Context: an optimization exercise on an open-source flow, tuned for small area, a short achievable clock period and few clock cycles. The choices shown serve that exercise and are no tape-out recipe.
The RTL of this run was laid out without a check of its function.
Power and IR drop assume default switching activity.

<file path="flow/constraint.sdc">
create_clock -name core_clock -period 7.0 [get_ports {clk}]
set_input_delay 1.4000 -clock core_clock [delete_from_list [all_inputs] [get_ports {clk}]]
set_output_delay 1.4000 -clock core_clock [all_outputs]
set_load 0.01 [all_outputs]
</file>
<file path="flow/run.sh">
#!/bin/bash
# synth_recipe.tcl (not shown) runs the flow's synth.tcl, then flattens the netlist and writes it again
# the make line also repeats each setting of config.mk as NAME=value (left out here)
make -C /OpenROAD-flow-scripts/flow DESIGN_CONFIG=/design/flow/config.mk WORK_HOME=/design/flow/orfs CLKGATE_MAP_FILE= SYNTH_SCRIPT=/design/flow/synth_recipe.tcl finish
</file>
<file path="flow/config.mk">
export PLATFORM = sky130hd
export DESIGN_NAME = eclog_core
export DESIGN_NICKNAME = eclog_core
export VERILOG_FILES = /design/flow/design.v
export SDC_FILE = /design/flow/constraint.sdc
export NUM_CORES = 4
export LEC_CHECK = 0
export ABC_AREA = 1
export CAP_MARGIN = 20
export CORE_MARGIN = 2
export CORE_UTILIZATION = 40
export SETUP_SLACK_MARGIN = 4.3
export SLEW_MARGIN = 20
</file>
<file path="flow/design.v">
module eclog_crc_step (
    input  wire [15:0] crc_in,
    input  wire [7:0]  data,
    output wire [15:0] crc_out
);
    wire [7:0] x  = crc_in[15:8] ^ data;
    wire [7:0] xs = x ^ {4'b0000, x[7:4]};
    assign crc_out = {crc_in[7:0], 8'h00} ^ {xs[3:0], 12'h000} ^ {3'b000, xs, 5'b00000} ^ {8'h00, xs};
endmodule
module eclog_core (
    input  wire        clk,
    input  wire        rst,
    input  wire        in_valid,
    input  wire [7:0]  in_data,
    output reg         in_ready,
    output reg         out_valid,
    output reg  [7:0]  out_data,
    input  wire        out_ready,
    output reg         mem_req,
    output reg         mem_we,
    output reg  [10:0] mem_addr,
    output reg  [7:0]  mem_wdata,
    input  wire        mem_ready,
    input  wire [7:0]  mem_rdata
);
    localparam [7:0] NL = 8'h0A;
    localparam [6:0] P_BOOT  = 7'd0;
    localparam [6:0] P_ENTRY = 7'd6;
    localparam [6:0] P_ADDR  = 7'd17;
    localparam [6:0] P_NOENT = 7'd37;
    localparam [6:0] P_INV   = 7'd65;
    localparam [6:0] P_FULL  = 7'd80;
    reg         e_msg;         
    reg         e_pay;         
    reg         e_hex;         
    reg         e_sel;         
    reg  [6:0]  ptr;
    reg  [5:0]  oslot;         
    reg  [5:0]  scan_slot;     
    reg         scan_done;     
    reg  [1:0]  sph;           
    reg  [15:0] crc;
    reg         wr_erase;
    reg         wr_probe;      
    reg  [5:0]  cursor;
    reg         boot;          
    reg  [3:0]  lst;           
    reg         disp;          
    reg         rs;            
    reg         e_msg_n, e_pay_n, e_hex_n, e_sel_n;
    reg  [6:0]  ptr_n;
    reg  [5:0]  oslot_n;
    reg  [5:0]  scan_slot_n;
    reg         scan_done_n;
    reg  [1:0]  sph_n;
    reg  [15:0] crc_n;
    reg         wr_erase_n, wr_probe_n;
    reg  [5:0]  cursor_n;
    reg         boot_n;
    reg  [3:0]  lst_n;
    reg         disp_n;
    reg         rs_n;
    reg         out_valid_n;
    reg  [7:0]  out_data_n;
    reg         mem_we_n;
    reg  [10:0] mem_addr_n;
    reg  [7:0]  mem_wdata_n;
    reg  [7:0]  rom_char;
    reg  [4:0]  rom_code;
    always @* begin
        case (ptr)
            7'd0: rom_code = 5'd2;   
            7'd1: rom_code = 5'd15;   
            7'd2: rom_code = 5'd15;   
            7'd3: rom_code = 5'd20;   
            7'd4: rom_code = 5'd10;   
            7'd5: rom_code = 5'd0;   
            7'd6: rom_code = 5'd27;   
            7'd7: rom_code = 5'd15;   
            7'd8: rom_code = 5'd7;   
            7'd9: rom_code = 5'd3;   
            7'd10: rom_code = 5'd5;   
            7'd11: rom_code = 5'd14;   
            7'd12: rom_code = 5'd20;   
            7'd13: rom_code = 5'd18;   
            7'd14: rom_code = 5'd25;   
            7'd15: rom_code = 5'd17;   
            7'd16: rom_code = 5'd3;   
            7'd17: rom_code = 5'd10;   
            7'd18: rom_code = 5'd3;   
            7'd19: rom_code = 5'd28;   
            7'd20: rom_code = 5'd5;   
            7'd21: rom_code = 5'd13;   
            7'd22: rom_code = 5'd15;   
            7'd23: rom_code = 5'd18;   
            7'd24: rom_code = 5'd25;   
            7'd25: rom_code = 5'd3;   
            7'd26: rom_code = 5'd1;   
            7'd27: rom_code = 5'd4;   
            7'd28: rom_code = 5'd4;   
            7'd29: rom_code = 5'd18;   
            7'd30: rom_code = 5'd5;   
            7'd31: rom_code = 5'd19;   
            7'd32: rom_code = 5'd19;   
            7'd33: rom_code = 5'd17;   
            7'd34: rom_code = 5'd3;   
            7'd35: rom_code = 5'd11;   
            7'd36: rom_code = 5'd24;   
            7'd37: rom_code = 5'd29;   
            7'd38: rom_code = 5'd15;   
            7'd39: rom_code = 5'd3;   
            7'd40: rom_code = 5'd22;   
            7'd41: rom_code = 5'd1;   
            7'd42: rom_code = 5'd12;   
            7'd43: rom_code = 5'd9;   
            7'd44: rom_code = 5'd4;   
            7'd45: rom_code = 5'd3;   
            7'd46: rom_code = 5'd12;   
            7'd47: rom_code = 5'd15;   
            7'd48: rom_code = 5'd7;   
            7'd49: rom_code = 5'd3;   
            7'd50: rom_code = 5'd5;   
            7'd51: rom_code = 5'd14;   
            7'd52: rom_code = 5'd20;   
            7'd53: rom_code = 5'd18;   
            7'd54: rom_code = 5'd9;   
            7'd55: rom_code = 5'd5;   
            7'd56: rom_code = 5'd19;   
            7'd57: rom_code = 5'd3;   
            7'd58: rom_code = 5'd6;   
            7'd59: rom_code = 5'd15;   
            7'd60: rom_code = 5'd21;   
            7'd61: rom_code = 5'd14;   
            7'd62: rom_code = 5'd4;   
            7'd63: rom_code = 5'd8;   
            7'd64: rom_code = 5'd0;   
            7'd65: rom_code = 5'd26;   
            7'd66: rom_code = 5'd14;   
            7'd67: rom_code = 5'd22;   
            7'd68: rom_code = 5'd1;   
            7'd69: rom_code = 5'd12;   
            7'd70: rom_code = 5'd9;   
            7'd71: rom_code = 5'd4;   
            7'd72: rom_code = 5'd3;   
            7'd73: rom_code = 5'd9;   
            7'd74: rom_code = 5'd14;   
            7'd75: rom_code = 5'd16;   
            7'd76: rom_code = 5'd21;   
            7'd77: rom_code = 5'd20;   
            7'd78: rom_code = 5'd8;   
            7'd79: rom_code = 5'd0;   
            7'd80: rom_code = 5'd23;   
            7'd81: rom_code = 5'd18;   
            7'd82: rom_code = 5'd18;   
            7'd83: rom_code = 5'd15;   
            7'd84: rom_code = 5'd18;   
            7'd85: rom_code = 5'd17;   
            7'd86: rom_code = 5'd3;   
            7'd87: rom_code = 5'd12;   
            7'd88: rom_code = 5'd15;   
            7'd89: rom_code = 5'd7;   
            7'd90: rom_code = 5'd3;   
            7'd91: rom_code = 5'd6;   
            7'd92: rom_code = 5'd21;   
            7'd93: rom_code = 5'd12;   
            7'd94: rom_code = 5'd12;   
            7'd95: rom_code = 5'd8;   
            7'd96: rom_code = 5'd0;   
            default: rom_code = ptr[4:0];
        endcase
    end
    always @* begin
        case (rom_code)
            5'd0: rom_char = 8'h0A;
            5'd2: rom_char = 8'h42;
            5'd3: rom_char = 8'h20;
            5'd8: rom_char = 8'h21;
            5'd10: rom_char = 8'h2E;
            5'd11: rom_char = 8'h30;
            5'd17: rom_char = 8'h3A;
            5'd23: rom_char = 8'h45;
            5'd24: rom_char = 8'h58;
            5'd26: rom_char = 8'h49;
            5'd27: rom_char = 8'h4C;
            5'd28: rom_char = 8'h4D;
            5'd29: rom_char = 8'h4E;
            default: rom_char = {3'b011, rom_code};
        endcase
    end
    reg  [1:0]  rom_next;      
    always @* begin
        case (ptr)
            7'd5, 7'd64, 7'd79, 7'd96: rom_next = 2'd1;
            7'd16:                      rom_next = 2'd2;
            7'd36:                      rom_next = 2'd3;
            default:                    rom_next = 2'd0;
        endcase
    end
    wire [15:0] crc_next;
    eclog_crc_step u_crc (
        .crc_in (crc),
        .data   (mem_rdata),
        .crc_out(crc_next)
    );
    wire [2:0]  fidx = mem_addr[2:0] + 3'd1;
    reg  [7:0]  frame_byte;
    always @* begin
        if (wr_probe)
            case (fidx)
                3'd0: frame_byte = "p";
                3'd1: frame_byte = "r";
                3'd2: frame_byte = "o";
                3'd3: frame_byte = "b";
                3'd4: frame_byte = "e";
                3'd5: frame_byte = 8'h00;
                3'd6: frame_byte = 8'h9E;
                default: frame_byte = 8'h61;
            endcase
        else
            case (fidx)
                3'd0: frame_byte = "B";
                3'd1: frame_byte = "o";
                3'd2: frame_byte = "o";
                3'd3: frame_byte = "t";
                3'd4: frame_byte = 8'h00;
                3'd5: frame_byte = 8'hBA;
                default: frame_byte = 8'h1C;
            endcase
    end
    wire wr_last = wr_erase ? (mem_addr[10:6] == 5'd31)
                            : (mem_addr[2:0] == {2'b11, wr_probe});
    localparam [3:0] L_EMPTY = 4'd0;
    localparam [3:0] L_ERASE = 4'd5;
    localparam [3:0] L_WRITE = 4'd10;
    localparam [3:0] L_READ  = 4'd14;
    localparam [3:0] L_BAD   = 4'd15;
    localparam [8*16-1:0] L_EXP = {8'h00, 8'h00, "dae", 8'h00, "etir", 8'h00, "esar", 8'h00};
    wire [7:0]  l_exp = L_EXP[8*lst +: 8];
    reg  [3:0]  lst_adv;
    always @* begin
        if (lst == L_EMPTY)
            lst_adv = (in_data == "e") ? 4'd1 :
                      (in_data == "w") ? 4'd6 :
                      (in_data == "r") ? 4'd11 : L_BAD;
        else if (lst == L_ERASE || lst == L_WRITE || lst == L_READ || lst == L_BAD
                 || in_data != l_exp)
            lst_adv = L_BAD;
        else
            lst_adv = lst + 4'd1;
    end
    reg  [3:0] hex_nib;
    always @* begin
        case (ptr[1:0])
            2'd3:    hex_nib = {1'b0, oslot[4:2]};
            2'd2:    hex_nib = {oslot[1:0], 2'b00};
            default: hex_nib = 4'd0;
        endcase
    end
    wire [7:0] hex_char = (ptr[1:0] == 2'd0) ? NL :
                          (hex_nib < 4'd10) ? (8'h30 + {4'h0, hex_nib})
                                            : (8'h37 + {4'h0, hex_nib});
    wire [1:0] hex_first = (oslot[4:2] != 3'd0) ? 2'd3 :
                           (oslot[1:0] != 2'd0) ? 2'd2 : 2'd1;
    wire ce       = !out_valid || out_ready;       
    wire take     = in_valid && in_ready;
    wire is_nl    = (in_data == NL);
    wire mr       = mem_ready;
    wire rz       = (mem_rdata == 8'h00);
    wire m_hi     = (mem_rdata == crc[15:8]);
    wire m_lo     = (mem_rdata == crc[7:0]);
    wire scan_use = !mem_we && !e_pay && !scan_done && !rs;
    wire boot_go  = boot && scan_done;
    wire idle     = !(e_msg || e_pay || e_hex || e_sel);
    wire go_msg   = disp && (d_full || d_msg);
    wire go_sel   = disp && d_read;
    wire go_wr    = disp && d_wr;
    wire em_msg   = e_msg || go_msg;
    wire em_sel   = e_sel || go_sel;
    wire d_erase  = (lst == L_ERASE);
    wire d_write  = (lst == L_WRITE) && !cursor[5];
    wire d_full   = (lst == L_WRITE) && cursor[5];
    wire d_read   = (lst == L_READ);
    wire d_msg    = !(lst == L_EMPTY || lst == L_ERASE || lst == L_WRITE || lst == L_READ);
    wire d_wr     = d_erase || d_write;
    wire d_bump   = d_write && (cursor == scan_slot);    
    wire sel_entry = (oslot != scan_slot);         
    wire sel_go    = sel_entry || scan_done;
    wire hex_last  = (ptr[1:0] == 2'd0);
    wire [5:0] ss_inc = scan_slot + 6'd1;
    wire       ss_top = (scan_slot == 6'd31);
    wire sc_bad  = (sph == 2'd0) ? (rz ? (mem_addr[5:0] == 6'd0) : (mem_addr[5:0] == 6'd60))
                 : (sph == 2'd1) ? !m_hi : !m_lo;
    wire sc_good = (sph == 2'd2) && m_lo;
    always @* begin
        if (boot_go)
            mem_addr_n = scan_slot[5] ? 11'd0 : {scan_slot[4:0], 6'd0};
        else if (mem_we)
            mem_addr_n = !mr ? mem_addr :
                         wr_last ? {scan_slot[4:0], 6'd0} :           
                         wr_erase ? {mem_addr[10:6] + 5'd1, mem_addr[5:0]} :
                                    {mem_addr[10:3], fidx};
        else if (e_pay)
            mem_addr_n = !(mr && ce) ? mem_addr : {mem_addr[10:6], mem_addr[5:0] + 6'd1};
        else if (rs)
            mem_addr_n = {scan_slot[4:0], 6'd0};                     
        else if (go_wr)
            mem_addr_n = d_erase ? 11'd0 : {cursor[4:0], 6'd0};
        else if (e_msg && rom_next == 2'd2 && ce)
            mem_addr_n = {oslot[4:0], 6'd0};
        else if (scan_use && mr)
            mem_addr_n = (sph == 2'd2) ? {ss_inc[4:0], 6'd0}
                                       : {mem_addr[10:6], mem_addr[5:0] + 6'd1};
        else
            mem_addr_n = mem_addr;
        if (!scan_use) begin
            sph_n = 2'd0;
            crc_n = 16'hFFFF;
        end else if (!mr) begin
            sph_n = sph;
            crc_n = crc;
        end else begin
            case (sph)
                2'd0:    sph_n = (rz && mem_addr[5:0] != 6'd0) ? 2'd1 : 2'd0;
                2'd1:    sph_n = 2'd2;
                default: sph_n = 2'd0;
            endcase
            crc_n = (sph == 2'd0) ? crc_next : (sph == 2'd2) ? 16'hFFFF : crc;
        end
        if (boot_go) begin
            scan_slot_n = scan_slot[5] ? 6'd0 : ss_inc;
            scan_done_n = scan_slot[5] || ss_top;
        end else if (disp && d_erase) begin
            scan_slot_n = 6'd0;
            scan_done_n = 1'b1;
        end else if (disp && d_bump) begin
            scan_slot_n = ss_inc;
            scan_done_n = ss_top;
        end else if (scan_use && mr && sc_good) begin
            scan_slot_n = ss_inc;
            scan_done_n = ss_top;
        end else begin
            scan_slot_n = scan_slot;
            scan_done_n = scan_done || (scan_use && mr && sc_bad);
        end
        if (boot_go || go_wr)
            mem_we_n = 1'b1;
        else if (mem_we && mr && wr_last)
            mem_we_n = 1'b0;
        else
            mem_we_n = mem_we;
        if (mem_we) begin
            wr_erase_n  = wr_erase;
            wr_probe_n  = wr_probe;
            mem_wdata_n = (mr && !wr_erase) ? frame_byte : mem_wdata;
        end else begin
            wr_erase_n  = boot ? scan_slot[5] : d_erase;
            wr_probe_n  = !boot;
            mem_wdata_n = (boot ? scan_slot[5] : d_erase) ? 8'h00 : boot ? "B" : "p";
        end
        if (boot_go)
            cursor_n = scan_slot[5] ? 6'd0 : scan_slot;
        else if (disp && d_erase)
            cursor_n = 6'd0;
        else if (mem_we && mr && wr_last && !wr_erase)
            cursor_n = cursor + 6'd1;
        else
            cursor_n = cursor;
        boot_n = boot && !scan_done;
        lst_n = take ? (is_nl ? lst : lst_adv) : disp ? L_EMPTY : lst;
        disp_n = take && is_nl;
        rs_n   = e_pay && ce && mr && rz;
        if (!ce)
            out_data_n = out_data;
        else if (em_msg)
            out_data_n = rom_char;
        else if (e_pay)
            out_data_n = rz ? "." : mem_rdata;
        else if (e_hex)
            out_data_n = hex_char;
        else if (em_sel)
            out_data_n = sel_entry ? "L" : "N";
        else
            out_data_n = in_data;                           
        out_valid_n = !ce || take || em_msg || (e_pay && mr) || e_hex || (em_sel && sel_go);
        if (boot_go)
            ptr_n = P_BOOT;
        else if (em_sel)
            ptr_n = sel_entry ? P_ENTRY + 7'd1 : P_NOENT + 7'd1;
        else if (go_msg)
            ptr_n = ce ? ptr + 7'd1 : ptr;
        else if (idle)
            ptr_n = d_full ? P_FULL : P_INV;
        else if (!ce)
            ptr_n = ptr;
        else if (e_msg)
            ptr_n = (rom_next == 2'd2) ? P_ADDR + 7'd1 :
                    (rom_next == 2'd3) ? {5'd0, hex_first} : ptr + 7'd1;
        else if (e_hex)
            ptr_n = {ptr[6:2], ptr[1:0] - 2'd1};
        else
            ptr_n = ptr;
        e_msg_n = (boot_go && !scan_slot[5])
               || (em_msg && !(ce && rom_next != 2'd0))
               || (e_pay && ce && mr && rz)
               || (em_sel && ce && sel_go);
        e_pay_n = (e_msg && ce && rom_next == 2'd2)
               || (e_pay && !(ce && mr && rz));
        e_hex_n = (e_msg && ce && rom_next == 2'd3)
               || (e_hex && !(ce && hex_last));
        e_sel_n = (e_hex && ce && hex_last)
               || (em_sel && !(ce && sel_go));
        if (idle && !disp)
            oslot_n = 6'd0;
        else if (e_hex && ce && hex_last)
            oslot_n = oslot + 6'd1;
        else
            oslot_n = oslot;
    end
    always @(posedge clk) begin
        if (rst) begin
            e_msg     <= 1'b0;
            e_pay     <= 1'b0;
            e_hex     <= 1'b0;
            e_sel     <= 1'b0;
            ptr       <= 7'd0;
            oslot     <= 6'd0;
            scan_slot <= 6'd0;
            scan_done <= 1'b0;
            sph       <= 2'd0;
            crc       <= 16'hFFFF;
            wr_erase  <= 1'b0;
            wr_probe  <= 1'b0;
            cursor    <= 6'd0;
            boot      <= 1'b1;
            lst       <= L_EMPTY;
            disp      <= 1'b0;
            rs        <= 1'b0;
            out_valid <= 1'b0;
            out_data  <= 8'h00;
            mem_we    <= 1'b0;
            mem_addr  <= 11'd0;
            mem_wdata <= 8'h00;
            in_ready  <= 1'b0;
            mem_req   <= 1'b1;
        end else begin
            e_msg     <= e_msg_n;
            e_pay     <= e_pay_n;
            e_hex     <= e_hex_n;
            e_sel     <= e_sel_n;
            ptr       <= ptr_n;
            oslot     <= oslot_n;
            scan_slot <= scan_slot_n;
            scan_done <= scan_done_n;
            sph       <= sph_n;
            crc       <= crc_n;
            wr_erase  <= wr_erase_n;
            wr_probe  <= wr_probe_n;
            cursor    <= cursor_n;
            boot      <= boot_n;
            lst       <= lst_n;
            disp      <= disp_n;
            rs        <= rs_n;
            out_valid <= out_valid_n;
            out_data  <= out_data_n;
            mem_we    <= mem_we_n;
            mem_addr  <= mem_addr_n;
            mem_wdata <= mem_wdata_n;
            in_ready  <= !boot_n && !(e_msg_n || e_pay_n || e_hex_n || e_sel_n)
                         && !mem_we_n && !out_valid_n;
            mem_req   <= mem_we_n || e_pay_n || !scan_done_n;
        end
    end
endmodule
</file>
==> run summary <==
worst max-delay path: cells and delay by family, from the launching register on:
| family | cells | cell delay (ns) |
|---|---|---|
| simple gates | 16 | 1.70 |
| buf+inv | 3 | 0.28 |
| compound gates | 1 | 0.13 |
| flops | 1 | 0.41 |
| fa+ha+maj | 1 | 0.21 |
stage by stage:
| stage | utilization, % | setup WS, ns | cells | area (um^2) |
|---|---|---|---|---|
| global placement | 44.16 | 2.873 | 1466 | 8205 |
| global route | 53.54 | 4.019 | 1548 | 9947 |
| finish | 53.54 | 4.176 | 1548 | 9947 |
| floorplan | - | 4.197 | 1214 | 7577 |
| CTS | 50.21 | 4.271 | 1526 | 9329 |
| detailed placement | 44.16 | 2.815 | 1466 | 8205 |
sequential cells by signal, summed over array words and instances (netlist names), 4 cells and up:
| name | cells |
|---|---|
| ptr | 7 |
| crc | 16 |
| oslot | 6 |
| mem_addr | 11 |
| mem_wdata | 8 |
| scan_slot | 6 |
| cursor | 6 |
| lst | 4 |
| out_data | 8 |
per-layer routing:
layer | up-vias | routed length (um) | global-route usage [%] | part of all wire, %
met4 | 0 | 545 | 7.368 | 2.1
met3 | 45 | 1926 | 4.076 | 7.3
met1 | 4092 | 12110 | 36.85 | 46
li1 | 4312 | - | - | -
met2 | 376 | 11910 | 40.73 | 45
met5 | - | 0 | 0 | 0
where the power goes:
group          internal [mW]  switching [mW]
registers              0.545          0.0615
clock network          0.254           0.222
logic                  0.343           0.551
kinds of logic (layout without fill, tap and decap cells):
group | after synthesis | in the layout | share of synthesized area, %
AND/OR/NAND/NOR | 615 | 618 | 37.26
AO/OA/AOI/OAI | 267 | 267 | 21.11
buffers and inverters | 183 | 280 | 9.938
flip-flops | 88 | 88 | 23.40
XOR/XNOR | 37 | 37 | 4.304
adder cells (fa/ha/maj) | 24 | 24 | 3.989
path summary, 6_finish.rpt:
| kind | slack [ns] | end | from | cells past startpoint |
|---|---|---|---|---|
| worst max-delay path | 4.18 | out_data[1] | ptr[0] | 21 |
| worst min-delay path | 0.47 | mem_wdata[2] | mem_wdata[2] | 2 |
| worst max register to register | 4.18 | out_data[1] | ptr[0] | 21 |
| worst min register to register | 0.47 | mem_wdata[2] | mem_wdata[2] | 2 |
repair_timing:
action / in CTS / in global routing
pin swaps: 48 / 70
setup endpoints to repair: 79 / 51
setup buffers: 41 / 22
hold buffers: 0 / 0
gates resized for setup: 203 / 131
cloned: 3 / 0
layout make-up:
cell class | instances | share of cell area [%]
multi-input combinational | 946 | 59.50
sequential | 88 | 18.25
timing repair buffer | 116 | 10.43
inverter | 148 | 6.038
tap | 234 | 2.943
clock buffer | 11 | 2.440
clock inverter | 5 | 0.4025
layout by cell type, fill, tap and decap left out, types with 5 or more instances in the layout:
| master | synthesis | final |
|---|---|---|
| nand2_1 | 260 | 229 |
| inv_1 | 130 | 113 |
| nor2_1 | 150 | 106 |
| o21ai_0 | 90 | 80 |
| a21oi_1 | 76 | 70 |
| dfxtp_1 | 88 | 69 |
| buf_4 | 3 | 60 |
| nand3_1 | 80 | 57 |
| nand2_2 | 19 | 40 |
| nor2_4 | 5 | 39 |
| nand4_1 | 29 | 29 |
| nand3_2 | 13 | 24 |
| xor2_1 | 23 | 23 |
| nor2_2 | 9 | 22 |
| clkdlybuf4s50_1 | 0 | 21 |
| ha_1 | 24 | 20 |
| inv_2 | 15 | 19 |
| nor3_1 | 29 | 19 |
| o22ai_1 | 18 | 18 |
| a31oi_1 | 16 | 16 |
| o211ai_1 | 15 | 15 |
| a21oi_2 | 6 | 12 |
| nand3_4 | 0 | 12 |
| dlymetal6s2s_1 | 0 | 12 |
| dfxtp_4 | 0 | 12 |
| inv_4 | 1 | 11 |
| nand2_4 | 1 | 11 |
| xnor2_1 | 14 | 11 |
| o21ai_1 | 3 | 10 |
| nor3_2 | 2 | 9 |
| clkbuf_16 | 0 | 9 |
| buf_6 | 6 | 8 |
| dlygate4sd2_1 | 0 | 8 |
| dfxtp_2 | 0 | 7 |
| or2_2 | 5 | 5 |
| a211oi_1 | 6 | 5 |
| a221oi_1 | 5 | 5 |
==> run summary <==
Status: no timing/DRC/antenna violations
Final hold vios: 0
Die width: 141.2 um
CTS Buffer Depth: 2
Site row count: 50
Die Ht: 141.2 um
Mapped cell area: 0.007528 mm^2
Hold Crit Class: flip-flop to flip-flop
Vias per cell: 5.701
First-pass GRT wire length: 42230 um
Clock transition at the registers of the reported paths: 0.07 ns
Clock latency (worst-skew pair): 0.35 ns
Slew margin rel.: 41.85%
H-tree depth: 3
Largest stage delay, worst path: 0.41 ns
Nets: 1354
Crit-path slowest cell: dfxtp_4
Post-synth top cells: 260 x nand2_1, 150 x nor2_1, 130 x inv_1
Critical Path Fanout Max: 7
Max-cap violations: 0
CTS tree: done
Largest net degree at the start of global routing: 30
Footprint of the multi-input gates: 0.005918 mm^2
Core area: 0.01858 mm^2
Crit path time final: 2.824 ns
Routed Antenna Nets: 0
Routed WL: 26490 um
# DRC: 0
Max Transition Viols Final: 0
Yosys warns: 1
Seq cells post-synth: 88
Number of global-route vias before repair: 8156
Clock buffer count from CTS: 9
Routed via count: 8825
Gr usage total: 25.96%
Critical path startpoint category: flip-flop
Gpl congestion: 0.9467
Fraction of registers with async set/reset: 0%
Post-Syn Instances: 1214
Leak: 4.425 nW
Antenna violations before repair: 0
Actual slew at the worst max-slew pin: 0.8691 ns
FMAX: 354.1 MHz
I/O Buffers: 51
Violation count after the first detailed-route iteration: 882
Endpoints failing setup: 0
Sequential cell area: 0.001815 mm^2
Layout filler cell count: 1811
RSZ-0062 raised after global routing: yes
WS Path Type: flip-flop to flip-flop
Post-Syn Nets: 1259
VDD IR-drop max: 0.1323 mV
Count of cell types in the netlist: 53
Routed length per instance: 17.11 um
Pwr Total: 1.977 mW
Synth area leaders: dfxtp_1 23%, nand2_1 13%, nor2_1 7.5%, inv_1 6.5%, o21ai_0 6.0%
Setup crit end kind: flip-flop
Area fraction of the dominant cell type after synthesis: 23.40%
Worst EP arrival: 3.10 ns
Die area: 0.01993 mm^2
Seq/Total Area, Yosys: 23.40%
Most instantiated library cell after synthesis: nand2_1
Top FF cell, synth: dfxtp_1
Crit-path cells: inv_6, ha_4, nand2_4, nand2_1, nand2_1, nand3_1, nor2_2, buf_4, buf_4, nand3_1, nor2_2, nand2_2, nand2_4, nor2_1, nand2_2, nand3_4, nor2_8, nand2_4, nand2_2, nand3_2, a21oi_2
GR Overflow Total: 0
Ports: 52
Final setup skew: 0.01005 ns
EDFF count, synth: 0
Pre-antenna DRT Iters: 7
DPL Wire Length: 18640 um
Hold Slack: 0.4686 ns
CTS Root Buffer Type: clkbuf_16
Setup TNS: 0 ns
Mean Syn Cell Area: 6.201 um^2
ANT cells: 0
Final period util: 40.34%
Pwr dens: 198.8 mW/mm^2
Synth-to-Final Area Change: 32.13%
Initial Util: 40.52%
CP required: 7.28 ns
Share of layout cells above drive strength 1: 26.33%
Sink Count: 88
Cell taking the most area after synthesis: dfxtp_1

[separate check: timing with driven ports]
No port has a modelled driver above. Below, the same layout with a new extraction and two added sets of constraints. Step 1 (the two cells are an assumption about what drives the block):
set clk [get_ports {clk}]
set_driving_cell -lib_cell sky130_fd_sc_hd__clkbuf_16 $clk
set_driving_cell -lib_cell sky130_fd_sc_hd__buf_2 [delete_from_list [all_inputs] $clk]
Step 2 adds t to the input delays and takes it off the output delays; t is the mean of the earliest and latest rising clock arrival at the registers after step 1. Input paths then give back, and output paths get back, about the clock's delay inside the block. a / b / c = ideal ports / drivers / drivers and shift; a / b = the first two.
shift t [ns]: 0.389
slack for setup (ns): 4.176 / 4.176 / 3.899
hold WS [ns]: 0.469 / 0.469 / 0.469
After both steps this run still meets setup and hold. For this run, drivers alone change the setup slack by 0.000 ns; drivers and shift together by -0.277 ns.
